From an optimization exercise on the open Yosys and OpenROAD flow, aimed at small area, a short achievable clock period and few clock cycles per item; shortcuts taken in it are not production practice.
No run shown here included a check of the RTL's function; only the layout flow was run.
Power figures rest on the tool's default switching activity, not on a simulated workload.

**flow/config.mk**
```make
export PLATFORM = sky130hd
export DESIGN_NAME = chunk_decoder
export DESIGN_NICKNAME = chunk_decoder
export VERILOG_FILES = /design/flow/design.v
export SDC_FILE = /design/flow/constraint.sdc
export NUM_CORES = 4
export LEC_CHECK = 0
export CAP_MARGIN = 20
export CORE_MARGIN = 2
export CORE_UTILIZATION = 40
export SLEW_MARGIN = 20
```
**flow/constraint.sdc**
```tcl
create_clock -name core_clock -period 7.0 [get_ports {clk}]
set_input_delay 1.4000 -clock core_clock [delete_from_list [all_inputs] [get_ports {clk}]]
set_output_delay 1.4000 -clock core_clock [all_outputs]
set_load 0.01 [all_outputs]
```
**flow/design.v**
```verilog
module chunk_decoder (
    input  wire        clk,
    input  wire        rst,         
    input  wire        in_valid,
    input  wire [7:0]  in_data,
    output wire        in_ready,
    output wire        out_valid,
    input  wire        out_ready,
    output wire        out_hdr,
    output wire [3:0]  out_kind,
    output wire [23:0] out_value,
    output wire [8:0]  out_len,
    output wire [7:0]  out_data,
    output wire        fault,
    output wire [7:0]  fault_tag
);
    localparam integer RING = 256;
    localparam integer QD   = 6;
    localparam [3:0] K_DATA    = 4'd7;
    localparam [3:0] K_UNKNOWN = 4'd8;
    integer i;
    reg        in_ready_r;
    reg        stop;                  
    reg  [7:0] a_d;
    reg        a_v;
    reg        need_tag;              
    reg        need_len;              
    reg  [7:0] rem_in;                
    reg  [8:0] cin;                   
    reg        fault_r;
    reg  [7:0] fault_tag_r;
    wire       in_fire = in_valid & in_ready_r;
    wire [2:0] a_cls   = a_d[7:5];
    wire       a_bad   = a_d[7] & ~(a_d[6] & a_d[5]);
    reg        p_need_tag, p_need_len, p_done;
    reg  [7:0] p_rem;
    always @(*) begin
        p_need_tag = need_tag;
        p_need_len = need_len;
        p_rem      = rem_in;
        p_done     = 1'b0;
        if (a_v) begin
            if (need_tag) begin
                case (a_cls)
                    3'd0: p_done = 1'b1;
                    3'd1, 3'd2, 3'd3: begin
                        p_need_tag = 1'b0;
                        p_rem      = {6'd0, a_cls[1:0]};
                    end
                    3'd7: begin
                        p_need_tag = 1'b0;
                        p_need_len = 1'b1;
                    end
                    default: p_need_tag = 1'b1;   
                endcase
            end else if (need_len) begin
                p_need_len = 1'b0;
                p_rem      = a_d;
                if (a_d == 8'd0) begin
                    p_done     = 1'b1;
                    p_need_tag = 1'b1;
                end
            end else begin
                p_rem = rem_in - 8'd1;
                if (rem_in == 8'd1) begin
                    p_done     = 1'b1;
                    p_need_tag = 1'b1;
                end
            end
        end
    end
    wire a_is_bad = a_v & need_tag & a_bad;
    wire a_push   = a_v & ~a_is_bad;
    wire in_bad   = in_data[7] & ~(in_data[6] & in_data[5]);
    wire stop_nx  = stop | (in_fire & p_need_tag & in_bad);
    reg  [7:0] w0, w1, w2;
    reg        wf0, wf1, wf2;         
    reg  [1:0] wcnt;
    reg  [7:0] ph;
    reg  [8:0] hs;
    reg        w_need_len;            
    reg  [RING*8-1:0] ring_d;
    reg  [RING-1:0]   ring_v;
    reg               fl;             
    reg               bk;             
    reg  [7:0]        tcnt;           
    wire [7:0] rd_d = ring_d[RING*8-1 -: 8];
    wire       rd_v = ring_v[RING-1] & ~fl;
    reg  [7:0]    qm [0:QD-1];
    reg  [QD-1:0] qv;
    wire [7:0]    q0 = qm[0];
    wire [7:0]    q1 = qm[1];
    wire          q0v = qv[0];
    wire          q1v = qv[1];
    wire take  = rd_v & ~bk & ~qv[QD-1];
    wire miss  = rd_v & ~bk & qv[QD-1];
    wire contig  = (ph == 8'd1);
    wire hole_ok = ~bk & (wf0 | (~w_need_len & ~hs[8]));
    wire wr      = (wcnt != 2'd0) & (~rd_v | take) & (contig | hole_ok);
    wire [7:0] st0_d = wr ? w0 : rd_d;
    wire       st0_v = wr | (rd_v & ~take);
    function [6:0] dec(input [7:0] b);
        reg [3:0] k;
        begin
            case (b)
                8'h31: k = 4'd0;
                8'h52: k = 4'd1;
                8'h55: k = 4'd2;
                8'h70: k = 4'd3;
                8'h73: k = 4'd4;
                8'h74: k = 4'd5;
                8'h75: k = 4'd6;
                default: k = 4'hF;
            endcase
            dec = {~k[3], k[2:0], b == 8'hE1, b != 8'd0, b == 8'd1};
        end
    endfunction
    reg  [6:0] f0;            
    reg        f1nz;          
    wire       f0_tlm = f0[6];
    wire [2:0] f0_tk  = f0[5:3];
    wire       f0_e1  = f0[2];
    wire       f0_nz  = f0[1];
    wire       f0_one = f0[0];
    wire [2:0] q0_cls = q0[7:5];
    reg  s_tag;    
    reg  s_tlm;    
    reg  s_b1;     
    reg  s_b2;     
    reg  s_ut;     
    reg  s_ub1;    
    reg  s_pay;    
    reg  [1:0]  need;         
    reg  [2:0]  tk;           
    reg  [23:0] val;          
    reg  [7:0]  t_reg;        
    reg  [7:0]  b1_reg;       
    reg         u7;           
    reg  [7:0]  rem;          
    reg  [8:0]  cout;         
    reg         o_valid, o_hdr;
    reg  [3:0]  o_kind;
    reg  [23:0] o_value;      
    reg  [8:0]  o_len;
    wire o_free   = ~o_valid | out_ready;
    wire complete = (cin != cout);
    function [23:0] tlm_val(input [2:0] k, input [23:0] v);
        if (k == 3'd0)
            tlm_val = {{16{v[7]}}, v[7:0]};
        else if (k == 3'd1 || k == 3'd2)
            tlm_val = {8'h00, v[15:0]};
        else
            tlm_val = v;
    endfunction
    reg  [1:0]  pop;
    reg         beat, beat_hdr;
    reg  [3:0]  b_kind;
    reg  [23:0] b_value;
    reg  [8:0]  b_len;
    reg         n_tag, n_tlm, n_b1, n_b2, n_ut, n_ub1, n_pay;
    reg  [1:0]  need_nx;
    reg  [2:0]  tk_nx;
    reg  [23:0] val_nx;
    reg  [7:0]  t_nx, b1_nx, rem_nx;
    reg         u7_nx;
    reg  [23:0] sh;
    wire [8:0] q0_p2 = {1'b0, q0} + 9'd2;
    wire [8:0] q1_p2 = {1'b0, q1} + 9'd2;
    wire [7:0] q0_m1 = q0 - 8'd1;
    wire [7:0] b1_m1 = b1_reg - 8'd1;
    wire [7:0] rem_m1 = rem - 8'd1;
    always @(*) begin
        pop      = 2'd0;
        beat     = 1'b0;
        beat_hdr = 1'b0;
        b_kind   = K_UNKNOWN;
        b_value  = 24'd0;
        b_len    = 9'd0;
        {n_tag, n_tlm, n_b1, n_b2, n_ut, n_ub1, n_pay} =
            {s_tag, s_tlm, s_b1, s_b2, s_ut, s_ub1, s_pay};
        need_nx  = need;
        tk_nx    = tk;
        val_nx   = val;
        t_nx     = t_reg;
        b1_nx    = b1_reg;
        rem_nx   = rem;
        u7_nx    = u7;
        sh       = 24'd0;
        if (s_tag && q0v) begin
            t_nx  = q0;
            tk_nx = f0_tk;
            if (f0_tlm) begin
                if (q1v) begin
                    sh = {val[15:0], q1};
                    if (q0_cls == 3'd1) begin
                        beat = 1'b1; beat_hdr = 1'b1;
                        b_kind  = {1'b0, f0_tk};
                        b_value = tlm_val(f0_tk, sh);
                        pop = 2'd2;
                    end else begin
                        val_nx  = sh;
                        need_nx = q0_cls[1:0] - 2'd1;
                        pop = 2'd2;
                        n_tag = 1'b0; n_tlm = 1'b1;
                    end
                end else begin
                    need_nx = q0_cls[1:0];
                    pop = 2'd1;
                    n_tag = 1'b0; n_tlm = 1'b1;
                end
            end else if (q0_cls != 3'd7) begin
                rem_nx = {6'd0, q0_cls[1:0]};
                u7_nx  = 1'b0;
                if (complete) begin
                    beat = 1'b1; beat_hdr = 1'b1;
                    b_kind = K_UNKNOWN;
                    b_len  = {7'd0, q0_cls[1:0]} + 9'd1;
                    pop = 2'd1;
                    n_tag = 1'b0; n_ut = 1'b1;
                end
            end else begin
                b1_nx  = q1;
                rem_nx = q1;
                u7_nx  = 1'b1;
                if (q1v && f0_e1 && f1nz) begin
                    pop = 2'd2;
                    n_tag = 1'b0; n_b2 = 1'b1;
                end else if (q1v && complete) begin
                    beat = 1'b1; beat_hdr = 1'b1;
                    b_kind = K_UNKNOWN;
                    b_len  = q1_p2;
                    pop = 2'd2;
                    n_tag = 1'b0; n_ut = 1'b1;
                end else begin
                    pop = 2'd1;
                    n_tag = 1'b0; n_b1 = 1'b1;
                end
            end
        end
        if (s_b1 && q0v) begin
            b1_nx = q0;
            if (t_reg == 8'hE1 && f0_nz) begin
                rem_nx = q0_m1;
                if (q1v && complete) begin
                    beat = 1'b1; beat_hdr = 1'b1;
                    b_kind  = K_DATA;
                    b_value = {16'h0000, q1};
                    b_len   = {1'b0, q0_m1};
                    pop = 2'd2;
                    n_b1 = 1'b0;
                    if (f0_one) n_tag = 1'b1; else n_pay = 1'b1;
                end else begin
                    pop = 2'd1;
                    n_b1 = 1'b0; n_b2 = 1'b1;
                end
            end else begin
                rem_nx = q0;
                u7_nx  = 1'b1;
                if (complete) begin
                    beat = 1'b1; beat_hdr = 1'b1;
                    b_kind = K_UNKNOWN;
                    b_len  = q0_p2;
                    pop = 2'd1;
                    n_b1 = 1'b0; n_ut = 1'b1;
                end
            end
        end
        if (s_b2 && q0v) begin
            rem_nx = b1_m1;
            if (complete) begin
                beat = 1'b1; beat_hdr = 1'b1;
                b_kind  = K_DATA;
                b_value = {16'h0000, q0};
                b_len   = {1'b0, b1_m1};
                pop = 2'd1;
                n_b2 = 1'b0;
                if (b1_reg == 8'd1) n_tag = 1'b1; else n_pay = 1'b1;
            end
        end
        if (s_tlm && q0v) begin
            if (q1v && need != 2'd1) begin
                sh = {val[7:0], q0, q1};
                pop = 2'd2;
                need_nx = need - 2'd2;
            end else begin
                sh = {val[15:0], q0};
                pop = 2'd1;
                need_nx = need - 2'd1;
            end
            val_nx = sh;
            if (need_nx == 2'd0) begin
                beat = 1'b1; beat_hdr = 1'b1;
                b_kind  = {1'b0, tk};
                b_value = tlm_val(tk, sh);
                n_tlm = 1'b0; n_tag = 1'b1;
            end
        end
        if (s_ut) begin
            beat = 1'b1;
            b_value = {16'h0000, t_reg};
            n_ut = 1'b0;
            if (u7) n_ub1 = 1'b1;
            else if (rem == 8'd0) n_tag = 1'b1;
            else n_pay = 1'b1;
        end
        if (s_ub1) begin
            beat = 1'b1;
            b_value = {16'h0000, b1_reg};
            n_ub1 = 1'b0;
            if (rem == 8'd0) n_tag = 1'b1; else n_pay = 1'b1;
        end
        if (s_pay && q0v) begin
            beat = 1'b1;
            b_value = {16'h0000, q0};
            pop = 2'd1;
            rem_nx = rem_m1;
            if (rem == 8'd1) begin n_pay = 1'b0; n_tag = 1'b1; end
        end
    end
    wire [1:0] pop_g = o_free ? pop : 2'd0;
    reg [7:0]    qn [0:QD-1];
    reg [QD-1:0] qvn;
    reg [7:0]    c0, c1, c2;
    reg [QD-1:0] v0, v1, v2;
    wire [QD:0]  qvp = {qv, 1'b1};     
    always @(*) begin
        for (i = 0; i < QD; i = i + 1) begin
            c0 = (take && qvp[i] && !qv[i]) ? rd_d : qm[i];
            c1 = (i + 1 < QD) ? ((take && qv[i] && !qvp[i+2]) ? rd_d : qm[(i+1)%QD]) : rd_d;
            c2 = (i + 2 < QD) ? ((take && qvp[i+2] && !qvp[i+3]) ? rd_d : qm[(i+2)%QD]) : rd_d;
            case (pop_g)
                2'd1:    qn[i] = c1;
                2'd2:    qn[i] = c2;
                default: qn[i] = c0;
            endcase
        end
        v0 = qv | (take ? {qv[QD-2:0], 1'b1} : {QD{1'b0}});
        v1 = {1'b0, qv[QD-1:1]} | (take ? qv : {QD{1'b0}});
        v2 = {2'b0, qv[QD-1:2]} | (take ? {1'b0, qv[QD-1:1]} : {QD{1'b0}});
        case (pop_g)
            2'd1:    qvn = v1;
            2'd2:    qvn = v2;
            default: qvn = v0;
        endcase
    end
    wire [6:0] dec_rd = dec(rd_d);
    wire [6:0] dec_q1 = dec(qm[1]);
    wire [6:0] dec_q2 = dec(qm[2]);
    wire       ins0_0 = take & ~qv[0];
    wire       ins1_0 = take & qv[0] & ~qv[1];
    wire       ins2_0 = take & qv[1] & ~qv[2];
    wire       ins0_1 = take & qv[0] & ~qv[1];
    wire       ins1_1 = take & qv[1] & ~qv[2];
    wire       ins2_1 = take & qv[2] & ~qv[3];
    wire [6:0] f0_c0 = ins0_0 ? dec_rd : f0;
    wire [6:0] f0_c1 = ins1_0 ? dec_rd : dec_q1;
    wire [6:0] f0_c2 = ins2_0 ? dec_rd : dec_q2;
    wire       nz1_c0 = ins0_1 ? dec_rd[1] : f1nz;
    wire       nz1_c1 = ins1_1 ? dec_rd[1] : dec_q2[1];
    wire       nz1_c2 = ins2_1 ? dec_rd[1] : (qm[3] != 8'd0);
    wire [6:0] f0_n  = (pop_g == 2'd1) ? f0_c1 : (pop_g == 2'd2) ? f0_c2 : f0_c0;
    wire       f1nz_n = (pop_g == 2'd1) ? nz1_c1 : (pop_g == 2'd2) ? nz1_c2 : nz1_c0;
    reg [7:0] wn0, wn1, wn2;
    reg       wfn0, wfn1, wfn2;
    wire [1:0] wpop = {1'b0, wr};
    always @(*) begin
        if (wr) begin wn0 = w1; wn1 = w2; wn2 = w2; wfn0 = wf1; wfn1 = wf2; wfn2 = wf2; end
        else    begin wn0 = w0; wn1 = w1; wn2 = w2; wfn0 = wf0; wfn1 = wf1; wfn2 = wf2; end
        if (a_push) begin
            case (wcnt - wpop)
                2'd0: begin wn0 = a_d; wfn0 = need_tag; end
                2'd1: begin wn1 = a_d; wfn1 = need_tag; end
                default: begin wn2 = a_d; wfn2 = need_tag; end
            endcase
        end
    end
    wire [1:0] wcnt_nx = wcnt - wpop + {1'b0, a_push};
    wire       room    = ({1'b0, wcnt - wpop} + {2'b0, a_v} + {2'b0, in_ready_r}) <= 3'd2;
    always @(posedge clk) begin
        ring_d <= {ring_d[(RING-1)*8-1:0], st0_d};
        ring_v <= {ring_v[RING-2:0], st0_v};
        a_d    <= in_data;
        for (i = 0; i < QD; i = i + 1) qm[i] <= qn[i];
        f0   <= f0_n;
        f1nz <= f1nz_n;
        w0 <= wn0; w1 <= wn1; w2 <= wn2;
        wf0 <= wfn0; wf1 <= wfn1; wf2 <= wfn2;
        if (o_free) begin
            val    <= val_nx;
            t_reg  <= t_nx;
            b1_reg <= b1_nx;
            tk     <= tk_nx;
            need   <= need_nx;
            rem    <= rem_nx;
            u7     <= u7_nx;
        end
        if (a_is_bad) fault_tag_r <= a_d;
        if (o_free && beat) begin
            o_hdr   <= beat_hdr;
            o_kind  <= b_kind;
            o_value <= b_value;
            o_len   <= b_len;
        end
        if (rst) begin
            in_ready_r <= 1'b1;
            stop       <= 1'b0;
            a_v        <= 1'b0;
            need_tag   <= 1'b1;
            need_len   <= 1'b0;
            rem_in     <= 8'd0;
            cin        <= 9'd0;
            fault_r    <= 1'b0;
            wcnt       <= 2'd0;
            ph         <= 8'd0;
            hs         <= 9'd0;
            w_need_len <= 1'b0;
            qv         <= {QD{1'b0}};
            fl         <= 1'b1;
            bk         <= 1'b0;
            tcnt       <= RING - 1;
            {s_tag, s_tlm, s_b1, s_b2, s_ut, s_ub1, s_pay} <= 7'b1000000;
            cout       <= 9'd0;
            o_valid    <= 1'b0;
        end else begin
            stop       <= stop_nx;
            in_ready_r <= ~stop_nx & room;
            a_v        <= in_fire;
            need_tag   <= p_need_tag;
            need_len   <= p_need_len;
            rem_in     <= p_rem;
            cin        <= cin + {8'd0, p_done};
            if (a_is_bad) fault_r <= 1'b1;
            wcnt       <= wcnt_nx;
            if (wr) begin
                ph <= 8'd1;
                if (wf0) begin
                    w_need_len <= (w0[7:5] == 3'd7);
                    hs         <= (w0[7:5] == 3'd7) ? 9'h1FF : 9'd248;
                end else if (w_need_len) begin
                    w_need_len <= 1'b0;
                    hs         <= 9'd254 - {1'b0, w0};
                end
            end else begin
                ph <= ph + 8'd1;
                if (!hs[8]) hs <= hs - 9'd1;
            end
            qv <= qvn;
            if (fl | bk) begin
                if (tcnt == 8'd0) begin
                    fl <= 1'b0;
                    bk <= 1'b0;
                end else
                    tcnt <= tcnt - 8'd1;
            end else if (miss) begin
                bk   <= 1'b1;
                tcnt <= RING - 2;
            end
            if (o_free)
                {s_tag, s_tlm, s_b1, s_b2, s_ut, s_ub1, s_pay} <=
                    {n_tag, n_tlm, n_b1, n_b2, n_ut, n_ub1, n_pay};
            cout <= cout + {8'd0, o_free & beat_hdr};
            if (o_free) o_valid <= beat;
        end
    end
    assign in_ready  = in_ready_r;
    assign out_valid = o_valid;
    assign out_hdr   = o_hdr;
    assign out_kind  = o_kind;
    assign out_value = o_value;
    assign out_len   = o_len;
    assign out_data  = o_value[7:0];
    assign fault     = fault_r;
    assign fault_tag = fault_tag_r;
endmodule
```
**flow/run.sh**
```bash
#!/bin/bash
# synth_recipe.tcl (not shown) runs the flow's synth.tcl, then flattens the netlist and writes it again
# the make line also repeats each setting of config.mk as NAME=value (left out here)
make -C /OpenROAD-flow-scripts/flow DESIGN_CONFIG=/design/flow/config.mk WORK_HOME=/design/flow/orfs CLKGATE_MAP_FILE= SYNTH_SCRIPT=/design/flow/synth_recipe.tcl finish
```
==> reports/metrics.yaml, run 1 <==
cts_sinks: 2563
fin_crit_sh_pct: 63.7
wl_per_cell_um: 14.1
post_synth.cell_area_avg_um2: 15.2
cts_hold_buf: 0
start_util_pct: 40.3
core-area_mm2: 0.152
placementRows: 143
die_w_um: 395
totalWireLength_um: 90500
ys_ff_latch: 2563
port_buffers: 68
power_density_mw_per_mm2: 410
p_leak_nw: 28.4
worst_path_largest_cell_delay_ns: 0.77
dieHeight_um: 395
critPathRequiredTime_ns: 7.69
critPathSlowestCell: "nor3b_1"
synth_ff_type: "dfxtp_1"
grt_use_total_pct: 11.6
yosys-top-cells-count: "dfxtp_1, nand2_1, nor2_1"
drv_slew: 0
final_antenna_net_count: 0
dpl_cell_area_mm2: 0.0640
cts_buffers: 224
synthTopCellsByArea: "dfxtp_1, edfxtp_1, nand2_1"
yosysSeqAreaShare_pct: 85.8
ys_types: 83
arrival_ns: 5.15
min_path_type: "flip-flop to flip-flop"
yosysTopAreaCell: "dfxtp_1"
hold_viol: 0
post_cts_buffers: 0
cts-root-buf: "clkbuf_16"
status: "timing/DRC/antenna clean"
dp_slack_ns: 2.04
finClkSkew_ns: 0.0473
reg_top3: "ring_d x2048, ring_v x256, qm x48"
cp-end-kind: "flip-flop"
rsz0062_at_grt: "no"
synth_edf_count: 117
drtPass1Iterations: 6
dr.first_iter.drc_count: 2205
gp_congestion: 0.905
fillers: 13000
syn_to_final_growth_pct: 18.1
synth_area_mm2: 0.0612
crit_type: "flip-flop to flip-flop"
die-area_mm2: 0.156
grt_pass1_vias: 27300
cap_violations: 0
fin_nets: 4246
grt_antenna_before_repair: 1
worstPathMaxFanout: 31
fmax_mhz: 224
placedCellCount: 6005
final_cells: 6429
synth_nets: 4062
drc_errors: 0
fin_tns_setup_ns: 0
via_per_inst: 4.33
grt_pass1_wl_um: 147000
path_cells: "nor3b_1 -> nand3_1 -> nor2_1 -> a2111oi_0 -> a211oi_1 -> ha_1 -> buf_4 -> a21oi_1 -> o21ai_0 -> nor2_1 -> a211oi_1"
h-tree-depth: 4
tightest_slew_ns: 1.06
ys_async_sr_fraction_pct: 0
startpoint_type: "flip-flop"
cts_resized: 0
timing.final.ws_setup_ns: 2.54
peakVddDrop_uv: 298
overflow: 0
final_area_mm2: 0.0723
power_mw: 29.6
via_count: 27900
dp_hpwl_um: 50500
drive_above_1_share_pct: 11.2
largest-register: "ring_d"
cts_tree: "built"
finalCriticalPeriod_ns: 4.46
largest_reg_flops: 2048
setup_viol: 0
clkTransAtPathRegs_ns: 0.06
diodes: 0
synth_top_area_share_pct: 80.0
synthCells: 4017
yosys_warnings: 3
clock_path_buffers: 3
grt_max_degree: 66
ios: 69
yosysMostFrequentCell: "dfxtp_1"
worst_skew_pair.late_latency_ns: 0.82
relSlewSlack_pct: 29.2
==> per-layer routing <==
layer / part of all wire (%) / up-vias / global-route usage [%] / wire length (um)
met3: 5.7 / 200 / 2.99 / 5150
met1: 51 / 13200 / 17.3 / 46600
li1: - / 13800 / - / -
met5: 0 / - / 0 / 0
met4: 3.0 / 0 / 4.91 / 2670
met2: 40 / 675 / 15.8 / 36200
==> worst max-delay path, delay by kind of cell (launching register included) <==
family / cells / cell delay (ns)
and+or+nand+nor: 4 / 1.70
adders and majority gates: 1 / 0.75
AOI/OAI and AO/OA: 5 / 0.98
DFF: 1 / 0.42
buffers and inverters: 1 / 0.48
==> power breakdown <==
group | leakage, nW | internal, mW | switching (mW)
Sequential | 20.8 | 15.7 | 0.347
Clock | 3.99 | 7.76 | 5.24
Combinational | 3.63 | 0.222 | 0.321
==> through the flow <==
stage	hold WS (ns)	utilization (%)
5_1_grt	0.303	47.6
6_report	0.298	47.6
3_5_place_dp	0.312	42.2
4_1_cts	0.292	47.6
3_3_place_gp	0.310	42.2
2_1_floorplan	0.310	-
==> layout by cell type, fill, tap and decap left out, drive strengths merged, types with 9 or more instances in the layout <==
cell           instances
ha                    32
bufinv                31
xnor2                 38
xor2                  34
mux2i                 26
clkbuf               317
nand3                 51
buf                   29
clkinvlp              15
a211oi                17
mux2                  46
a22oi                 19
a221oi                45
nor4b                  9
edfxtp               117
or3                   10
nand2b                10
nand4                 15
clkdlybuf4s50         67
nor2                 177
dfxtp               2446
clkinv                52
nor4                  21
o21ai                114
o211ai                14
nand2                197
o221ai                11
nor3b                 13
nor3                  53
and3                  22
a31oi                 23
a21oi                 90
inv                   72
nor2b                  9
==> cell type report <==
| class | count | area (um2) | share of cell area, % |
|---|---|---|---|
| Clock buffer | 317 | 6580 | 9.11 |
| Clock inverter | 107 | 1630 | 2.25 |
| Inverter | 63 | 236 | 0.327 |
| Multi-Input combinational cell | 1253 | 7910 | 10.9 |
| Sequential cell | 2563 | 52500 | 72.6 |
| Tap cell | 2030 | 2540 | 3.52 |
| Timing Repair Buffer | 96 | 886 | 1.23 |
==> kinds of logic (layout without fill, tap and decap cells) <==
| logic type | Yosys count | count (layout) | share of synthesized area, % |
|---|---|---|---|
| compound gates | 439 | 439 | 4.85 |
| mux | 72 | 72 | 1.30 |
| simple gates | 636 | 636 | 4.99 |
| buf+inv | 201 | 583 | 1.37 |
| fa+ha+maj | 34 | 34 | 0.703 |
| xor+xnor | 72 | 72 | 1.03 |
| flops | 2563 | 2563 | 85.8 |
==> final timing paths <==
| check | start | endpoint | slack [ns] | depth (start not counted) |
|---|---|---|---|---|
| setup reg to reg | t_reg[1] | qv[2] | 2.54 | 11 |
| hold / removal | ring_d[801] | ring_d[809] | 0.30 | 0 |
| setup / recovery | t_reg[1] | qv[2] | 2.54 | 11 |
| hold reg to reg | ring_d[801] | ring_d[809] | 0.30 | 0 |
==> run 2: changes to the inputs <==
--- a/flow/config.mk
+++ b/flow/config.mk
@@ -7,2 +7,3 @@
 export LEC_CHECK = 0
+export ABC_CLOCK_PERIOD_IN_PS = 2500
 export CAP_MARGIN = 20
@@ -10,2 +11,3 @@
 export CORE_UTILIZATION = 40
+export SETUP_SLACK_MARGIN = 4.0
 export SLEW_MARGIN = 20
==> run 2 against run 1 <==
  * Setup slack improved by 1.4 ns
  * Clock power shrank 4%
  * Total power decreased by 1.7%
  * First-iteration DRC count shrank 11%
  * Global-route usage increased by 0.58 points
  * Critical endpoint is now out_len[1]
  * Largest cell class unchanged
==> reports/metrics.yaml, run 2 <==
reg_top3: "ring_d x2048, ring_v x256, qm x48"
hp-start: "ring_v[80]"
peakVddDrop_uv: 297
r2r-end: "f0[0]"
port_buffers: 68
grt_antenna_before_repair: 2
synthTopCellsByArea: "dfxtp_1, edfxtp_1, nand2_1"
seq_area_mm2: 0.0525
grt_max_degree: 54
dr.first_iter.drc_count: 1954
met1Wirelength_um: 49000
die-area_mm2: 0.156
synth_ff_type: "dfxtp_1"
arrival_ns: 1.63
p_leak_nw: 28.8
yosysMostFrequentCell: "dfxtp_1"
drc_errors: 0
drive_above_1_share_pct: 14.4
cp.buffers_inverters: 1
drv_slew: 0
dp_slack_ns: 1.66
relSlewSlack_pct: 21.7
fin_tns_setup_ns: 0
synthCells: 4017
worst_path_largest_cell_delay_ns: 0.61
final_cell_mix: "dfxtp_1, clkbuf_16, nand2_1, nor2_1, edfxtp_1"
critPathSlowestCell: "edfxtp_1"
fin_crit_sh_pct: 43.3
fin_nets: 4304
path_delay_family: "flip-flops"
final_common_cell: "dfxtp_1"
cts-root-buf: "clkbuf_16"
grt_pass1_vias: 27900
synth_top_area_share_pct: 80.0
multi_input_area_mm2: 0.00857
fillers: 12900
path_cells: "buf_2"
power_density_mw_per_mm2: 398
highest_layer: "met5"
core-area_mm2: 0.152
worst_skew_pair.late_latency_ns: 0.83
setup_viol: 0
dieHeight_um: 395
timing.final.ws_setup_ns: 3.97
ys_types: 83
overflow: 0
final_area_mm2: 0.0732
placementRows: 143
start_util_pct: 40.3
wl_met2_um: 37800
rr_worst_depth: 10
largest_reg_flops: 2048
fmax_mhz: 330
finalCriticalPeriod_ns: 3.03
cp-end-kind: "output port"
via_count: 28500
ios: 69
dp_hpwl_um: 51800
largest-register: "ring_d"
wl_met3_um: 6030
synth_edf_count: 117
cts_buffers: 220
min_to: "ring_v[81]"
die_w_um: 395
status: "timing/DRC/antenna clean"
clock_path_buffers: 3
grt_pass1_wl_um: 154000
cts_hold_buf: 0
wl_per_cell_um: 14.8
diodes: 0
via_per_inst: 4.39
cap_violations: 0
yosysTopAreaCell: "dfxtp_1"
synth_nets: 4062
ys_async_sr_fraction_pct: 0
finClkSkew_ns: 0.0458
worstPathMaxFanout: 1
tightest_slew_ns: 1.17
yosys_warnings: 3
post_synth.cell_area_avg_um2: 15.2
rsz0062_at_grt: "yes"
critPathRequiredTime_ns: 5.60
clkTransAtPathRegs_ns: 0.07
drtPass1Iterations: 5
yosysSeqAreaShare_pct: 85.8
power_mw: 29.1
r2r_start: "t_reg[2]"
grt_use_total_pct: 12.2
min_path_type: "flip-flop to flip-flop"
rrSetupSlack_ns: 3.98
hold_viol: 0
h-tree-depth: 4
gp_congestion: 0.889
synth_area_mm2: 0.0612
dpl_cell_area_mm2: 0.0642
crit_type: "flip-flop to output port"
startpoint_type: "flip-flop"
cts_sinks: 2563
hold_depth: 0
syn_to_final_growth_pct: 19.6
cts_tree: "built"
final_antenna_net_count: 0
totalWireLength_um: 95900
yosys-top-cells-count: "dfxtp_1, nand2_1, nor2_1"
ys_ff_latch: 2563
[run 2: cell counts after synthesis]
Identical to the previous run, type by type.
[run 2: worst reg2reg max path, cell delays in order (launching register included)]
cell and delay, ns:
edfxtp_1 0.43, or3b_4 0.42, o31ai_4 0.30, nand2_1 0.12, o221a_4 0.25, a2111oi_4 0.32
ha_4 0.25, buf_6 0.12, o31ai_4 0.11, mux2i_1 0.16, mux2_4 0.26
[run 2: area by class of cell]
class	instances	share of cell area, %
Timing Repair inverter	2	0.0239
Clock inverter	109	1.99
Tap cell	2030	3.47
Clock buffer	305	8.68
Sequential cell	2563	71.7
Multi-Input combinational cell	1257	11.7
Inverter	63	0.361
Timing Repair Buffer	152	2.04
[run 2: power by group]
group	switching, mW	internal [mW]	leakage (nW)
Combinational	0.331	0.241	4.24
Sequential	0.343	15.7	20.8
Clock	5.30	7.17	3.82
[run 2: cell families (layout without fill, tap and decap cells)]
kind of cell / after synthesis / in the layout / share of synthesized area [%]
DFF: 2563 / 2563 / 85.8
and+or+nand+nor: 636 / 639 / 4.99
AOI/OAI and AO/OA: 439 / 440 / 4.85
buffers and inverters: 201 / 631 / 1.37
xor gates and xnor gates: 72 / 72 / 1.03
muxes: 72 / 72 / 1.30
adders and majority gates: 34 / 34 / 0.703
[run 2: how the worst max path moves through the flow]
stage | startpoint | endpoint | slack (ns) | depth (start not counted)
after floorplan | out_ready | f0[0] | 3.86 | 11
after global placement | out_ready | qv[0] | 1.70 | 9
after detailed placement | out_ready | qv[0] | 1.66 | 9
after CTS | o_len[1] | out_len[1] | 3.90 | 1
after global routing | o_len[1] | out_len[1] | 3.90 | 1
final | o_len[1] | out_len[1] | 3.97 | 1
[run 2: stage by stage]
stage,util (%),instances,hold slack [ns]
2_1_floorplan,-,4017,0.310
6_report,48.2,6481,0.293
4_1_cts,47.8,6454,0.292
3_3_place_gp,42.2,6000,0.310
5_1_grt,48.2,6481,0.294
3_5_place_dp,42.2,6000,0.312
[run 2: metal layers]
metal  track usage, %  vias to the layer above
met3             3.05                      217
met2             16.6                      745
met5                0                        -
met1             18.0                    13600
li1                 -                    13900
met4             5.52                        2
[run 2: repair_timing]
action                                  4_1_cts  5_1_grt
buffers inserted                             34       22
resized for setup                           146       67
pin swaps                                    10       21
cloned                                        6        5
endpoints found under the setup margin      238      149
==> run 3: changes to the inputs <==
--- a/flow/design.v
+++ b/flow/design.v
@@ -76,14 +76,12 @@
     reg  [7:0] w0, w1, w2;
-    reg        wf0, wf1, wf2;         
     reg  [1:0] wcnt;
-    reg  [7:0] ph;
-    reg  [8:0] hs;
-    reg        w_need_len;            
     reg  [RING*8-1:0] ring_d;
-    reg  [RING-1:0]   ring_v;
-    reg               fl;             
-    reg               bk;             
-    reg  [7:0]        tcnt;           
+    reg  [8:0]        rcnt;           
+    reg               rempty;         
+    reg               rone;           
+    reg               rfull;          
+    reg  [7:0]        ph;
+    reg  [7:0]        hd;
     wire [7:0] rd_d = ring_d[RING*8-1 -: 8];
-    wire       rd_v = ring_v[RING-1] & ~fl;
+    wire       rd_v = ~rempty & (hd == 8'd0);
     reg  [7:0]    qm [0:QD-1];
@@ -94,9 +92,7 @@
     wire          q1v = qv[1];
-    wire take  = rd_v & ~bk & ~qv[QD-1];
-    wire miss  = rd_v & ~bk & qv[QD-1];
-    wire contig  = (ph == 8'd1);
-    wire hole_ok = ~bk & (wf0 | (~w_need_len & ~hs[8]));
-    wire wr      = (wcnt != 2'd0) & (~rd_v | take) & (contig | hole_ok);
+    wire take  = rd_v & ~qv[QD-1];
+    wire wr    = (wcnt != 2'd0) &
+                 (rempty | (rone & take) | ((ph == 8'd1) & (~rfull | take)));
     wire [7:0] st0_d = wr ? w0 : rd_d;
-    wire       st0_v = wr | (rd_v & ~take);
+    wire [8:0] rcnt_nx = rcnt + {8'd0, wr} - {8'd0, take};
     function [6:0] dec(input [7:0] b);
@@ -363,12 +359,11 @@
     reg [7:0] wn0, wn1, wn2;
-    reg       wfn0, wfn1, wfn2;
     wire [1:0] wpop = {1'b0, wr};
     always @(*) begin
-        if (wr) begin wn0 = w1; wn1 = w2; wn2 = w2; wfn0 = wf1; wfn1 = wf2; wfn2 = wf2; end
-        else    begin wn0 = w0; wn1 = w1; wn2 = w2; wfn0 = wf0; wfn1 = wf1; wfn2 = wf2; end
+        if (wr) begin wn0 = w1; wn1 = w2; wn2 = w2; end
+        else    begin wn0 = w0; wn1 = w1; wn2 = w2; end
         if (a_push) begin
             case (wcnt - wpop)
-                2'd0: begin wn0 = a_d; wfn0 = need_tag; end
-                2'd1: begin wn1 = a_d; wfn1 = need_tag; end
-                default: begin wn2 = a_d; wfn2 = need_tag; end
+                2'd0: wn0 = a_d;
+                2'd1: wn1 = a_d;
+                default: wn2 = a_d;
             endcase
@@ -380,3 +375,2 @@
         ring_d <= {ring_d[(RING-1)*8-1:0], st0_d};
-        ring_v <= {ring_v[RING-2:0], st0_v};
         a_d    <= in_data;
@@ -386,3 +380,2 @@
         w0 <= wn0; w1 <= wn1; w2 <= wn2;
-        wf0 <= wfn0; wf1 <= wfn1; wf2 <= wfn2;
         if (o_free) begin
@@ -413,9 +406,9 @@
             wcnt       <= 2'd0;
+            rcnt       <= 9'd0;
+            rempty     <= 1'b1;
+            rone       <= 1'b0;
+            rfull      <= 1'b0;
             ph         <= 8'd0;
-            hs         <= 9'd0;
-            w_need_len <= 1'b0;
+            hd         <= 8'd0;
             qv         <= {QD{1'b0}};
-            fl         <= 1'b1;
-            bk         <= 1'b0;
-            tcnt       <= RING - 1;
             {s_tag, s_tlm, s_b1, s_b2, s_ut, s_ub1, s_pay} <= 7'b1000000;
@@ -433,26 +426,12 @@
             wcnt       <= wcnt_nx;
-            if (wr) begin
-                ph <= 8'd1;
-                if (wf0) begin
-                    w_need_len <= (w0[7:5] == 3'd7);
-                    hs         <= (w0[7:5] == 3'd7) ? 9'h1FF : 9'd248;
-                end else if (w_need_len) begin
-                    w_need_len <= 1'b0;
-                    hs         <= 9'd254 - {1'b0, w0};
-                end
-            end else begin
-                ph <= ph + 8'd1;
-                if (!hs[8]) hs <= hs - 9'd1;
-            end
+            rcnt   <= rcnt_nx;
+            rempty <= (rcnt_nx == 9'd0);
+            rone   <= (rcnt_nx == 9'd1);
+            rfull  <= (rcnt_nx == RING);
+            ph     <= wr ? 8'd1 : ph + 8'd1;
+            if (wr && (rempty || (rone && take)))
+                hd <= RING - 1;
+            else if (!take)
+                hd <= hd - 8'd1;
             qv <= qvn;
-            if (fl | bk) begin
-                if (tcnt == 8'd0) begin
-                    fl <= 1'b0;
-                    bk <= 1'b0;
-                end else
-                    tcnt <= tcnt - 8'd1;
-            end else if (miss) begin
-                bk   <= 1'b1;
-                tcnt <= RING - 2;
-            end
             if (o_free)
--- a/flow/config.mk
+++ b/flow/config.mk
@@ -7,6 +7,5 @@
 export LEC_CHECK = 0
-export ABC_CLOCK_PERIOD_IN_PS = 2500
 export CAP_MARGIN = 20
 export CORE_MARGIN = 2
-export CORE_UTILIZATION = 40
+export CORE_UTILIZATION = 65
 export SETUP_SLACK_MARGIN = 4.0
==> run 3 against run 2 <==
  * Core utilization is 30 points higher
  * Sequential cell count is 259 lower
  * Still clean on timing, DRC and antenna
  * Via count is 7.6% higher
  * Synthesized area is 8.3% lower
  * Critical path type is now flip-flop to flip-flop
  * Critical path depth is 18 higher
  * Clock skew is 0.021 ns higher
  * Combinational power grew to 5.9 times the previous value
==> reports/metrics.yaml, run 3 <==
hold_viol: 0
startpoint_type: "flip-flop"
yosysSeqAreaShare_pct: 84.3
grt_use_total_pct: 31.7
drv_slew: 0
status: "timing/DRC/antenna clean"
tightest_slew_ns: 1.25
final_common_cell: "dfxtp_1"
final_antenna_net_count: 0
core-area_mm2: 0.0853
yosysTopAreaCell: "dfxtp_1"
startpoint: "hd[1]"
yosys-top-cells-count: "dfxtp_1, nor2_1, nand2_1"
grt_pass1_vias: 31900
hp-start: "ring_d[1348]"
ys_async_sr_fraction_pct: 0
cts_sinks: 2304
die-area_mm2: 0.0887
via_count: 30600
crit_type: "flip-flop to flip-flop"
drc_errors: 0
rrSetupSlack_ns: 3.00
gp_congestion: 0.878
final_cell_mix: "dfxtp_1, clkbuf_16, nor2_1, nand2_1"
drtPass1Iterations: 7
worstPathMaxFanout: 3
dp_hpwl_um: 59800
dieHeight_um: 298
overflow: 0
post_synth.cell_area_avg_um2: 15.1
start_util_pct: 65.8
drive_above_1_share_pct: 17.6
synth_nets: 3774
port_buffers: 68
clock_path_buffers: 3
synth_top_area_share_pct: 78.1
dp_slack_ns: 1.74
min_path_type: "flip-flop to flip-flop"
largest_reg_flops: 2048
grt_antenna_before_repair: 9
fillers: 4133
min_to: "ring_d[1356]"
critPathRequiredTime_ns: 7.64
rr_worst_depth: 19
fmax_mhz: 250
placedCellCount: 4826
p_leak_nw: 26.8
finClkSkew_ns: 0.0668
utilization_pct: 78.7
synthTopCellsByArea: "dfxtp_1, edfxtp_1, nor2_1"
placementRows: 107
h-tree-depth: 4
fin_crit_sh_pct: 57.2
cts_tree: "built"
fin_tns_setup_ns: 0
arrival_ns: 4.65
ys_ff_latch: 2304
multi_input_area_mm2: 0.00925
final_cells: 5325
fin_nets: 4065
clkTransAtPathRegs_ns: 0.07
timing.final.ws_setup_ns: 3.00
synth_area_mm2: 0.0561
grt_pass1_wl_um: 209000
rsz0062_at_grt: "yes"
power_density_mw_per_mm2: 448
relSlewSlack_pct: 14.4
via_per_inst: 5.75
worst_skew_pair.late_latency_ns: 0.85
synthCells: 3721
dr.first_iter.drc_count: 3282
cap_violations: 0
hold_depth: 0
peakVddDrop_uv: 551
syn_to_final_growth_pct: 19.6
wl_per_cell_um: 28.0
ys_types: 90
largest-register: "ring_d"
synth_ff_type: "dfxtp_1"
grt_max_degree: 63
r2r_start: "hd[1]"
finalCriticalPeriod_ns: 4.00
seq_area_mm2: 0.0473
setup_viol: 0
die_w_um: 298
synth_edf_count: 116
cp-end-kind: "flip-flop"
yosys_warnings: 3
yosysMostFrequentCell: "dfxtp_1"
reg_top3: "ring_d x2048, qm x48, o_value x24"
cts-root-buf: "clkbuf_16"
r2r-end: "rempty"
ios: 69
totalWireLength_um: 149000
cts_buffers: 192
run 3: worst max path at each step:
| stage | end |
|---|---|
| final | rempty |
| after global routing | rempty |
| after CTS | rfull |
| after detailed placement | qv[0] |
| after global placement | qv[0] |
| after floorplan | rfull |
run 3: critical path, stage by stage, from the launching register on:
cell	delay (ns)
dfxtp_2	0.35
inv_2	0.09
ha_4	0.13
or4b_4	0.46
o31a_1	0.34
o22ai_4	0.15
buf_12	0.14
inv_6	0.04
ha_4	0.21
inv_4	0.07
ha_4	0.16
inv_2	0.04
fa_2	0.38
nor2b_4	0.17
buf_6	0.11
o21a_4	0.16
o2bb2ai_2	0.10
o311ai_2	0.37
buf_4	0.25
o31ai_4	0.10
run 3: timing repair:
action,CTS,global route
pin swaps,38,49
endpoints found under the setup margin,261,169
buffers inserted,68,59
gates resized for setup,187,122
gates cloned,6,3
hold buffers,0,0
run 3: per-stage QoR:
stage | total power, mW | hold WS (ns) | cell area [um2]
3_3_place_gp | 16.7 | 0.309 | 58200
2_1_floorplan | 16.2 | 0.310 | 56600
4_1_cts | 28.8 | 0.285 | 66000
6_report | 30.1 | 0.284 | 67100
5_1_grt | 30.6 | 0.295 | 67100
3_5_place_dp | 16.8 | 0.312 | 58200
run 3: report_power, final:
group          internal [mW]  total, mW  switching (mW)
Sequential              14.3       15.0           0.704
Combinational           1.34       3.39            2.05
Clock                   6.27       11.6            5.36
Total                   22.0       30.1            8.11
run 3: layer usage:
| layer | up-vias | wire length (um) | track usage, % |
|---|---|---|---|
| met5 | - | 57 | 0 |
| met4 | 10 | 9760 | 16.1 |
| met3 | 672 | 11100 | 6.72 |
| met2 | 1857 | 74800 | 54.8 |
| met1 | 14900 | 53500 | 37.4 |
| li1 | 13200 | - | - |
run 3: cells by family after synthesis:
kind of cell / count (synthesis) / synth area share, %
multiplexers: 87 / 1.66
XOR/XNOR: 71 / 1.11
AO/OA/AOI/OAI: 454 / 5.48
flip-flops: 2304 / 84.3
buffers and inverters: 195 / 1.43
adder cells (fa/ha/maj): 42 / 0.959
AND/OR/NAND/NOR: 568 / 5.05
run 3: final cells by class:
type | count | share of cell area [%]
tap | 1144 | 2.13
antenna | 3 | 0.0112
inverter | 64 | 0.444
sequential | 2304 | 70.5
clock inverter | 80 | 1.64
timing repair buffer | 221 | 3.03
timing repair inverter | 1 | 0.0168
clock buffer | 280 | 8.42
multi-input combinational | 1228 | 13.8
==> run 4: changes to the inputs <==
--- a/flow/config.mk
+++ b/flow/config.mk
@@ -9,3 +9,3 @@
 export CORE_MARGIN = 2
-export CORE_UTILIZATION = 65
+export CORE_UTILIZATION = 40
 export SETUP_SLACK_MARGIN = 4.0
==> run 4 against run 3 <==
  * Synthesized area unchanged
  * Non-clock buffer count decreased by 61
  * Final area increased by 0.30%
  * Wire length decreased by 40%
  * Critical path depth decreased by 3
  * Largest cell class unchanged
  * Combinational power decreased by 38%
  * Maximum frequency increased by 15%
  * Register-to-register slack improved by 0.52 ns
  * Global-route usage decreased by 19 points
  * Clock power decreased by 3%
  * Via count decreased by 13%
==> reports/metrics.yaml, run 4 <==
power_density_mw_per_mm2: 417
cts-root-buf: "clkbuf_16"
worst_skew_pair.late_latency_ns: 0.80
clock_path_buffers: 3
finalCriticalPeriod_ns: 3.49
final_cell_mix: "dfxtp_1, clkbuf_16, nor2_1, nand2_1, edfxtp_1"
cts_tree: "built"
synthCells: 3721
synth_top_area_share_pct: 78.1
grt_pass1_vias: 26000
ys_async_sr_fraction_pct: 0
largest_reg_flops: 2048
worst_path_largest_cell_delay_ns: 0.46
ios: 69
ys_ff_latch: 2304
yosysMostFrequentCell: "dfxtp_1"
dp_slack_ns: 1.95
cp-end-kind: "flip-flop"
fin_crit_sh_pct: 49.8
drv_slew: 0
fmax_mhz: 287
grt_antenna_before_repair: 7
yosys_warnings: 3
port_buffers: 68
overflow: 0
synthTopCellsByArea: "dfxtp_1, edfxtp_1, nor2_1"
via_per_inst: 4.45
diodes: 0
via_count: 26700
cts_sinks: 2304
die-area_mm2: 0.143
relSlewSlack_pct: 25.1
ys_types: 90
finClkSkew_ns: 0.0527
path_common_cell: "ha_4"
p_leak_nw: 26.5
min_path_type: "flip-flop to flip-flop"
grt_max_degree: 62
arrival_ns: 4.15
yosys-top-cells-count: "dfxtp_1, nor2_1, nand2_1"
dp_hpwl_um: 49900
utilization_pct: 48.3
die_w_um: 378
synth_ff_type: "dfxtp_1"
synth_nets: 3774
synth_edf_count: 116
drtPass1Iterations: 5
critPathRequiredTime_ns: 7.67
h-tree-depth: 4
final_antenna_net_count: 0
core-area_mm2: 0.139
drc_errors: 0
final_area_mm2: 0.0673
crit_type: "flip-flop to flip-flop"
gp_congestion: 0.899
setup_viol: 0
synth_area_mm2: 0.0561
power_mw: 28.0
fin_nets: 4010
syn_to_final_growth_pct: 20.0
post_synth.cell_area_avg_um2: 15.1
tightest_slew_ns: 1.11
largest-register: "ring_d"
yosysTopAreaCell: "dfxtp_1"
dpl_cell_area_mm2: 0.0591
worstPathMaxFanout: 5
timing.final.ws_setup_ns: 3.51
grt_pass1_wl_um: 143000
startpoint_type: "flip-flop"
cap_violations: 0
start_util_pct: 40.2
final_common_cell: "dfxtp_1"
hold_viol: 0
clkTransAtPathRegs_ns: 0.06
rsz0062_at_grt: "yes"
placementRows: 137
wl_per_cell_um: 14.8
status: "timing/DRC/antenna clean"
peakVddDrop_uv: 268
cts_buffers: 201
cts_hold_buf: 0
totalWireLength_um: 89000
dr.first_iter.drc_count: 1799
dieHeight_um: 378
drive_above_1_share_pct: 16.0
path_cells: "inv_4 -> ha_4 -> or4b_4 -> o31a_1 -> o22ai_4 -> buf_12 -> inv_6 -> ha_4 -> inv_2 -> ha_4 -> buf_6 -> a211oi_4 -> o21ai_1 -> a211oi_2 -> o211ai_1 -> nor4_2"
critPathSlowestCell: "or4b_4"
grt_use_total_pct: 12.5
fin_tns_setup_ns: 0
yosysSeqAreaShare_pct: 84.3
reg_top3: "ring_d x2048, qm x48, o_value x24"
## run 4: cell counts after synthesis
Identical to the previous run, type by type.
## run 4: report_power, final
part           switching (mW)  internal [mW]
Combinational            1.18          0.902
Clock                    4.68           6.51
Sequential              0.434           14.3
## run 4: cell type report
class                      instances  area, um2
timing repair buffer             160       1490
fill                           11900      72100
clock inverter                    95       1120
inverter                          64        274
tap                             1876       2350
multi-input combinational       1226       8890
sequential                      2304      47300
clock buffer                     279       5880
## run 4: cell families (layout without fill, tap and decap cells)
kind of cell / Yosys count / in the layout / share of synthesized area [%]
xor gates and xnor gates: 71 / 71 / 1.11
adders and majority gates: 42 / 42 / 0.959
and+or+nand+nor: 568 / 571 / 5.05
muxes: 87 / 87 / 1.66
DFF: 2304 / 2304 / 84.3
AOI/OAI and AO/OA: 454 / 455 / 5.48
buffers and inverters: 195 / 598 / 1.43
## run 4: path summary, 6_finish.rpt
kind	end	cells past startpoint	from	slack (ns)
worst min register to register	ring_d[2039]	0	ring_d[2031]	0.28
worst max-delay path	rfull	16	hd[0]	3.51
worst min-delay path	ring_d[2039]	0	ring_d[2031]	0.28
worst max register to register	rfull	16	hd[0]	3.51
## run 4: layer usage
metal / routed length [um] / part of all wire [%] / global-route usage, %
met5: 12 / 0.013 / 0
met2: 36400 / 41 / 17.8
met4: 3190 / 3.6 / 5.80
met3: 5500 / 6.2 / 3.33
met1: 43900 / 49 / 17.8
## run 4: repair_timing
item,CTS,global route
pin swaps,36,36
gates cloned,4,2
buffers inserted,47,19
endpoints found under the setup margin,246,164
resized for setup,155,67
## run 4: per-stage QoR
step,instances,hold slack [ns]
after floorplan,3721,0.310
after global placement,5558,0.310
after detailed placement,5558,0.312
after CTS,5983,0.273
after global routing,6004,0.282
final,6004,0.276
## run 4: worst max-delay path, delay by kind of cell (launching register included)
kind	cells	cell delay, ns
DFF	1	0.33
and+or+nand+nor	2	0.72
AOI/OAI and AO/OA	6	1.43
adders and majority gates	3	0.53
buffers and inverters	5	0.38
==> run 5: changes to the inputs <==
--- a/flow/design.v
+++ b/flow/design.v
@@ -16,3 +16,3 @@
 );
-    localparam integer RING = 256;
+    localparam integer RING = 248;    
     localparam integer QD   = 6;
@@ -83,5 +83,6 @@
     reg  [7:0]        ph;
+    reg               contig;
     reg  [7:0]        hd;
+    reg               rd_v;
     wire [7:0] rd_d = ring_d[RING*8-1 -: 8];
-    wire       rd_v = ~rempty & (hd == 8'd0);
     reg  [7:0]    qm [0:QD-1];
@@ -94,5 +95,8 @@
     wire wr    = (wcnt != 2'd0) &
-                 (rempty | (rone & take) | ((ph == 8'd1) & (~rfull | take)));
+                 (rempty | (rone & take) | (contig & (~rfull | take)));
+    wire newhead = wr & (rempty | (rone & take));    
+    wire r_inc   = wr & ~take;
+    wire r_dec   = take & ~wr;
+    wire r_same  = ~(r_inc | r_dec);
     wire [7:0] st0_d = wr ? w0 : rd_d;
-    wire [8:0] rcnt_nx = rcnt + {8'd0, wr} - {8'd0, take};
     function [6:0] dec(input [7:0] b);
@@ -130,4 +134,5 @@
     reg  [2:0]  tk;           
-    reg  [23:0] val;          
+    wire [23:0] val;          
     reg  [7:0]  t_reg;        
+    reg         t_e1;         
     reg  [7:0]  b1_reg;       
@@ -159,2 +164,4 @@
     reg  [23:0] val_nx;
+    reg         vload;
+    reg         t_e1_nx;
     reg  [7:0]  t_nx, b1_nx, rem_nx;
@@ -179,2 +186,4 @@
         val_nx   = val;
+        vload    = 1'b0;
+        t_e1_nx  = t_e1;
         t_nx     = t_reg;
@@ -186,2 +195,3 @@
             t_nx  = q0;
+            t_e1_nx = f0_e1;
             tk_nx = f0_tk;
@@ -197,2 +207,3 @@
                         val_nx  = sh;
+                        vload   = 1'b1;
                         need_nx = q0_cls[1:0] - 2'd1;
@@ -237,3 +248,3 @@
             b1_nx = q0;
-            if (t_reg == 8'hE1 && f0_nz) begin
+            if (t_e1 && f0_nz) begin
                 rem_nx = q0_m1;
@@ -286,2 +297,3 @@
             val_nx = sh;
+            vload  = 1'b1;
             if (need_nx == 2'd0) begin
@@ -381,3 +393,3 @@
         if (o_free) begin
-            val    <= val_nx;
+            t_e1   <= t_e1_nx;
             t_reg  <= t_nx;
@@ -393,5 +405,8 @@
             o_kind  <= b_kind;
-            o_value <= b_value;
             o_len   <= b_len;
         end
+        if (o_free && beat)
+            o_value <= b_value;
+        else if (o_free && vload)
+            o_value <= val_nx;
         if (rst) begin
@@ -411,3 +426,5 @@
             ph         <= 8'd0;
+            contig     <= 1'b0;
             hd         <= 8'd0;
+            rd_v       <= 1'b0;
             qv         <= {QD{1'b0}};
@@ -426,11 +443,13 @@
             wcnt       <= wcnt_nx;
-            rcnt   <= rcnt_nx;
-            rempty <= (rcnt_nx == 9'd0);
-            rone   <= (rcnt_nx == 9'd1);
-            rfull  <= (rcnt_nx == RING);
-            ph     <= wr ? 8'd1 : ph + 8'd1;
-            if (wr && (rempty || (rone && take)))
+            rcnt   <= rcnt + {8'd0, wr} - {8'd0, take};
+            rempty <= (rempty & r_same) | (rone & r_dec);
+            rone   <= (rempty & r_inc) | (rone & r_same) | ((rcnt == 9'd2) & r_dec);
+            rfull  <= (rfull & r_same) | ((rcnt == RING - 1) & r_inc);
+            ph     <= wr ? 8'd1 : (ph == RING - 1) ? 8'd0 : ph + 8'd1;
+            contig <= wr | (ph == 8'd0);
+            if (newhead)
                 hd <= RING - 1;
             else if (!take)
-                hd <= hd - 8'd1;
+                hd <= (hd == 8'd0) ? RING - 1 : hd - 8'd1;
+            rd_v <= ~newhead & ((take & ~(rone & ~wr)) | (~take & ~rempty & (hd == 8'd1)));
             qv <= qvn;
@@ -450,2 +469,3 @@
     assign out_data  = o_value[7:0];
+    assign val       = o_value;
     assign fault     = fault_r;
==> run 5 against run 4 <==
  * Still clean on timing, DRC and antenna
  * Critical path depth fell by 14
  * First-iteration DRC count shrank 3.1%
  * Die area down 3.6%
  * Synthesized cell count is 2.6% lower
  * Clock skew decreased by 0.024 ns
  * Synthesized area decreased by 3.6%
==> reports/metrics.yaml, run 5 <==
dieHeight_um: 372
wl_per_cell_um: 13.8
startpoint: "o_value[0]"
seqPwrFrac_pct: 53.8
final_common_cell: "dfxtp_1"
drtPass1Iterations: 6
internal_power_mw: 20.6
tightest_slew_ns: 1.05
critPathRequiredTime_ns: 5.60
setup_viol: 0
via_per_inst: 4.35
drv_slew: 0
yosysTopAreaCell: "dfxtp_1"
arrival_ns: 1.60
fmax_mhz: 333
synth_area_mm2: 0.0541
yosys_warnings: 3
cts_tree: "built"
placedCellCount: 5353
hp-start: "ring_d[52]"
synth_ff_type: "dfxtp_1"
clock_power_share_pct: 42.4
min_path_type: "flip-flop to flip-flop"
crit_type: "flip-flop to output port"
cp-end-kind: "output port"
switching_power_mw: 5.35
synth_edf_count: 101
port_buffers: 68
peakVddDrop_uv: 255
power_mw: 25.9
hold_viol: 0
path_cells: "buf_4 -> dlygate4sd2_1"
startpoint_type: "flip-flop"
drive_above_1_share_pct: 14.2
finClkSkew_ns: 0.0286
synth_top_area_share_pct: 78.7
clkTransAtPathRegs_ns: 0.07
rr_worst_depth: 9
fillers: 11500
status: "timing/DRC/antenna clean"
power_density_mw_per_mm2: 402
grt_max_degree: 74
dr.first_iter.drc_count: 1743
post_synth.cell_area_avg_um2: 14.9
diodes: 0
synthTopCellsByArea: "dfxtp_1, edfxtp_1, nand2_1"
cts_sinks: 2227
pwr-share-comb_pct: 3.8
reg_top3: "ring_d x1984, qm x48, o_value x24"
grt_pass1_wl_um: 131000
critPathSlowestCell: "edfxtp_1"
synthCells: 3623
worstPathMaxFanout: 2
placementRows: 134
final_cell_mix: "dfxtp_1, clkbuf_16, nand2_1, nor2_1, a21oi_1"
yosysSeqAreaShare_pct: 84.3
ys_async_sr_fraction_pct: 0
gp_congestion: 0.871
final_antenna_net_count: 0
die-area_mm2: 0.138
fin_nets: 3916
core-area_mm2: 0.134
yosysMostFrequentCell: "dfxtp_1"
endpoint: "out_data[0]"
clock_path_buffers: 3
cap_violations: 0
totalWireLength_um: 80100
worst_skew_pair.late_latency_ns: 0.78
synth_nets: 3683
dp_hpwl_um: 42700
rrSetupSlack_ns: 4.10
grt_antenna_before_repair: 1
start_util_pct: 40.4
worst_path_largest_cell_delay_ns: 0.41
fin_crit_sh_pct: 42.9
grt_use_total_pct: 11.7
syn_to_final_growth_pct: 19.3
cts-root-buf: "clkbuf_16"
r2r-end: "o_len[7]"
p_leak_nw: 25.4
r2r_start: "qm[0][2]"
largest-register: "ring_d"
largest_reg_flops: 1984
via_count: 25200
overflow: 0
die_w_um: 372
ys_ff_latch: 2227
h-tree-depth: 4
grt_pass1_vias: 24600
relSlewSlack_pct: 30.0
yosys-top-cells-count: "dfxtp_1, nand2_1, nor2_1"
ys_types: 92
ios: 69
final_cells: 5792
fin_tns_setup_ns: 0
switching_share_pct: 20.7
cts_buffers: 201
rsz0062_at_grt: "yes"
drc_errors: 0
finalCriticalPeriod_ns: 3.00
## run 5: cell count changes in the layout (fill, tap and decap cells not counted), sizes merged, moves of 15 or more
cell	change
a211oi	-16
a21oi	+45
a22oi	+16
dfxtp	-62
edfxtp	-15
nand2	+43
nand3	-17
nor2	+23
## run 5: final cells by class
class	count	area (um2)	share of cell area [%]
flip-flops and latches	2227	45600	70.7
clock buffers	288	5910	9.16
well taps	1768	2210	3.43
clock inverters	83	1020	1.58
multi-input cells	1219	8100	12.6
inverters	58	236	0.367
repair buffers	149	1400	2.18
## run 5: worst min-delay path by stage
stage	end	cells past startpoint	slack, ns
finish	ring_d[60]	0	0.31
global route	ring_d[739]	0	0.32
CTS	ring_d[589]	0	0.31
detailed placement	ring_d[1326]	0	0.31
global placement	ring_d[185]	0	0.31
floorplan	ring_d[1000]	0	0.31
## run 5: metrics by stage
stage	utilization, %	setup slack, ns	area [um2]	hold slack [ns]
final	48.2	4.00	64500	0.307
after global routing	48.2	3.88	64500	0.317
after CTS	48.0	3.85	64200	0.306
after detailed placement	42.3	2.53	56600	0.312
after global placement	42.3	2.56	56600	0.311
after floorplan	-	3.98	54300	0.310
## run 5: power groups by stage
stage	clock network [mW]	registers (mW)	logic (mW)
after floorplan	0	14.1	0.680
after global placement	0	14.2	0.820
after CTS	11.3	13.9	0.976
after global routing	11.9	14.0	1.12
after detailed placement	0	14.2	0.839
final	11.0	13.9	0.990
## run 5: kinds of logic (layout without fill, tap and decap cells)
kind of cell	count (synthesis)	count (layout)	share of synthesized area (%)
buf+inv	178	578	1.40
xor+xnor	75	75	1.23
simple gates	564	564	4.86
flops	2227	2227	84.3
mux	82	82	1.62
fa+ha+maj	49	49	1.16
compound gates	448	449	5.39
## run 5: per-layer routing
metal	track usage, %	wire length, um
met5	0	0
met4	5.61	2810
met3	2.91	4580
met2	16.2	32000
met1	16.9	40700
## run 5: what timing repair did
action,CTS,global route
gates cloned,4,1
gates resized for setup,155,44
pin swaps,23,21
setup endpoints to repair,242,106
hold buffers,0,0
setup buffers,41,22
## run 5: worst max-delay path: cells and delay by family, from the launching register on
kind     cells  cell delay [ns]
flops        1             0.41
buf+inv      2             0.43
==> run 6: changes to the inputs <==
--- a/flow/config.mk
+++ b/flow/config.mk
@@ -10,2 +10,3 @@
 export CORE_UTILIZATION = 40
+export CTS_BUF_LIST = sky130_fd_sc_hd__clkbuf_8
 export SETUP_SLACK_MARGIN = 4.0
==> run 6 against run 5 <==
  * Clock power down 8%
  * Critical path depth unchanged
  * Sequential power about the same
  * Final area down 0.43%
  * Die area unchanged
  * Clock skew up 0.035 ns
  * Synthesized cell count unchanged
  * Cell count up 3.9%
  * Critical path type unchanged
  * Critical endpoint is now out_value[6]
  * Highest routed layer unchanged
==> reports/metrics.yaml, run 6 <==
status: "timing/DRC/antenna clean"
relSlewSlack_pct: 32.2
rrSetupSlack_ns: 4.11
yosysTopAreaCell: "dfxtp_1"
grt_pass1_wl_um: 135000
via_count: 26100
rr_worst_depth: 13
rsz0062_at_grt: "yes"
yosys_warnings: 3
synthTopCellsByArea: "dfxtp_1, edfxtp_1, nand2_1"
met1Wirelength_um: 41200
core-area_mm2: 0.134
h-tree-depth: 5
r2r-end: "qv[3]"
synth_ff_type: "dfxtp_1"
arrival_ns: 1.64
drive_above_1_share_pct: 18.1
final_antenna_net_count: 0
endpoint: "out_value[6]"
finalCriticalPeriod_ns: 3.04
yosysSeqAreaShare_pct: 84.3
fin_crit_sh_pct: 43.4
peakVddDrop_uv: 205
cts_tree: "built"
power_density_mw_per_mm2: 391
critPathRequiredTime_ns: 5.60
wl_met2_um: 33200
grt_max_degree: 74
dp_slack_ns: 2.53
r2r_start: "qv[0]"
highest_layer: "met4"
switching_share_pct: 21.1
startpoint: "o_value[6]"
ys_ff_latch: 2227
synth_area_mm2: 0.0541
switching_power_mw: 5.29
port_buffers: 68
dr.first_iter.drc_count: 1714
cts-root-buf: "clkbuf_8"
wl_met3_um: 4800
tightest_slew_ns: 1.02
fmax_mhz: 329
dp_hpwl_um: 42700
worstPathMaxFanout: 2
totalWireLength_um: 82500
placementRows: 134
largest-register: "ring_d"
clock_path_buffers: 4
largest_reg_flops: 1984
fin_tns_setup_ns: 0
dieHeight_um: 372
clock_power_share_pct: 40.5
internal_power_mw: 19.8
synth_edf_count: 101
clkTransAtPathRegs_ns: 0.06
final_cell_mix: "dfxtp_1, clkbuf_8, nand2_1, nor2_1, inv_1"
cts_sinks: 2227
syn_to_final_growth_pct: 18.8
worst_skew_pair.late_latency_ns: 0.94
setup_viol: 0
seqPwrFrac_pct: 55.5
start_util_pct: 40.4
via_per_inst: 4.34
drtPass1Iterations: 5
drc_errors: 0
cts_buffers: 343
grt_pass1_vias: 26000
gp_congestion: 0.871
reg_top3: "ring_d x1984, qm x48, o_value x24"
die-area_mm2: 0.138
yosys-top-cells-count: "dfxtp_1, nand2_1, nor2_1"
ios: 69
synth_top_area_share_pct: 78.7
synth_nets: 3683
cp-end-kind: "output port"
finClkSkew_ns: 0.0638
cap_violations: 0
overflow: 0
timing.final.ws_setup_ns: 3.96
fin_nets: 4070
hold_viol: 0
min_path_type: "flip-flop to flip-flop"
ys_async_sr_fraction_pct: 0
wl_per_cell_um: 13.7
final_common_cell: "dfxtp_1"
yosysMostFrequentCell: "dfxtp_1"
die_w_um: 372
p_leak_nw: 25.9
ys_types: 92
post_synth.cell_area_avg_um2: 14.9
pwr-share-comb_pct: 4.0
startpoint_type: "flip-flop"
synthCells: 3623
drv_slew: 0
grt_antenna_before_repair: 2
crit_type: "flip-flop to output port"
grt_use_total_pct: 12.1
==> run 6: cell count changes in the layout (fill, tap and decap cells not counted), sizes merged, moves of 8 or more <==
cell,change
buf,+64
dlygate4sd2,-44
bufinv,-8
inv,+106
clkbuf,+134
clkinv,-24
==> run 6: critical path: stages (launching register included) <==
cell and delay [ns]:
edfxtp_1 0.44, buf_6 0.16, buf_6 0.11
==> run 6: power groups by stage <==
stage          Clock [mW]  Sequential, mW  Combinational, mW
3_3_place_gp            0            14.2              0.820
6_report             10.1            13.9               1.00
5_1_grt              11.2            14.0               1.13
3_5_place_dp            0            14.2              0.839
2_1_floorplan           0            14.1              0.680
4_1_cts              10.6            13.9              0.972
==> run 6: cells by family after synthesis <==
logic type,count (synthesis),share of synthesized area (%)
adder cells (fa/ha/maj),49,1.16
AND/OR/NAND/NOR,564,4.86
AO/OA/AOI/OAI,448,5.39
XOR/XNOR,75,1.23
flip-flops,2227,84.3
multiplexers,82,1.62
buffers and inverters,178,1.40
==> run 6: metrics by stage <==
stage                     cells  utilization, %  area (um2)  hold slack (ns)  total power, mW
after floorplan            3623               -       54300            0.310             14.8
after global placement     5353            42.3       56600            0.311             15.0
after detailed placement   5353            42.3       56600            0.312             15.0
after CTS                  5991            47.7       63900            0.277             25.5
after global routing       6017            48.0       64200            0.287             26.3
final                      6017            48.0       64200            0.287             25.1
==> run 6: worst min-delay path by stage <==
| stage | start | endpoint | cells past startpoint |
|---|---|---|---|
| 3_5_place_dp | ring_d[1318] | ring_d[1326] | 0 |
| 3_3_place_gp | ring_d[177] | ring_d[185] | 0 |
| 5_1_grt | ring_d[822] | ring_d[830] | 0 |
| 4_1_cts | ring_d[822] | ring_d[830] | 0 |
| 2_1_floorplan | ring_d[992] | ring_d[1000] | 0 |
| 6_report | ring_d[822] | ring_d[830] | 0 |
==> run 6: area by class of cell <==
| type | instances | area [um2] |
|---|---|---|
| diodes | 1 | 2.50 |
| clock buffers | 425 | 5850 |
| clock inverters | 158 | 813 |
| fillers | 11600 | 69600 |
| inverters | 58 | 234 |
| multi-input cells | 1219 | 8110 |
| flip-flops and latches | 2227 | 45600 |
| well taps | 1768 | 2210 |
| repair buffers | 161 | 1380 |
==> run 6: per-layer routing <==
layer / track usage (%) / vias up
met5: 0 / -
met1: 17.0 / 12300
met3: 3.35 / 259
met2: 16.4 / 711
li1: - / 12900
met4: 6.97 / 0
==> run 6: what timing repair did <==
item	in CTS	in global routing
hold buffers	0	0
setup endpoints to repair	242	120
resized for setup	318	44
buffers inserted	50	25
cloned	5	0
pin swaps	21	27

## separate check: timing with driven ports
In the flow no input, the clock included, has a driving cell. The finished layouts below were timed again as built, in two steps. Step 1 sets driving cells, clkbuf_16 on the clock port and buf_2 on the other inputs (assumed; they add their load-dependent delay and slew). Step 2 adds t to the input delays and takes it off the output delays; t is the mean of the earliest and latest rising clock arrival at the registers after step 1. Input paths then give back, and output paths get back, about the clock's delay inside the block. Three values: no drivers, after step 1, after step 2; two values: the first two.
run | t (ns) | slack for setup (ns) | worst hold slack (ns)
run 1 | 0.865 | 2.538 / 2.538 / 1.936 | 0.298 / 0.298 / 0.298
run 2 | 0.883 | 3.971 / 3.898 / 3.044 | 0.293 / 0.293 / 0.293
run 3 | 0.883 | 2.996 / 2.996 / 2.806 | 0.284 / 0.284 / 0.284
run 4 | 0.841 | 3.515 / 3.515 / 3.099 | 0.276 / 0.276 / 0.276
run 5 | 0.829 | 3.995 / 3.931 / 3.308 | 0.307 / 0.307 / 0.307
run 6 | 0.972 | 3.963 / 3.900 / 3.152 | 0.287 / 0.287 / 0.287
After both steps setup and hold are still met in every run listed. The setup slack of run 2, which loses most, moves by -0.073 ns with the drivers and by -0.927 ns with both steps.
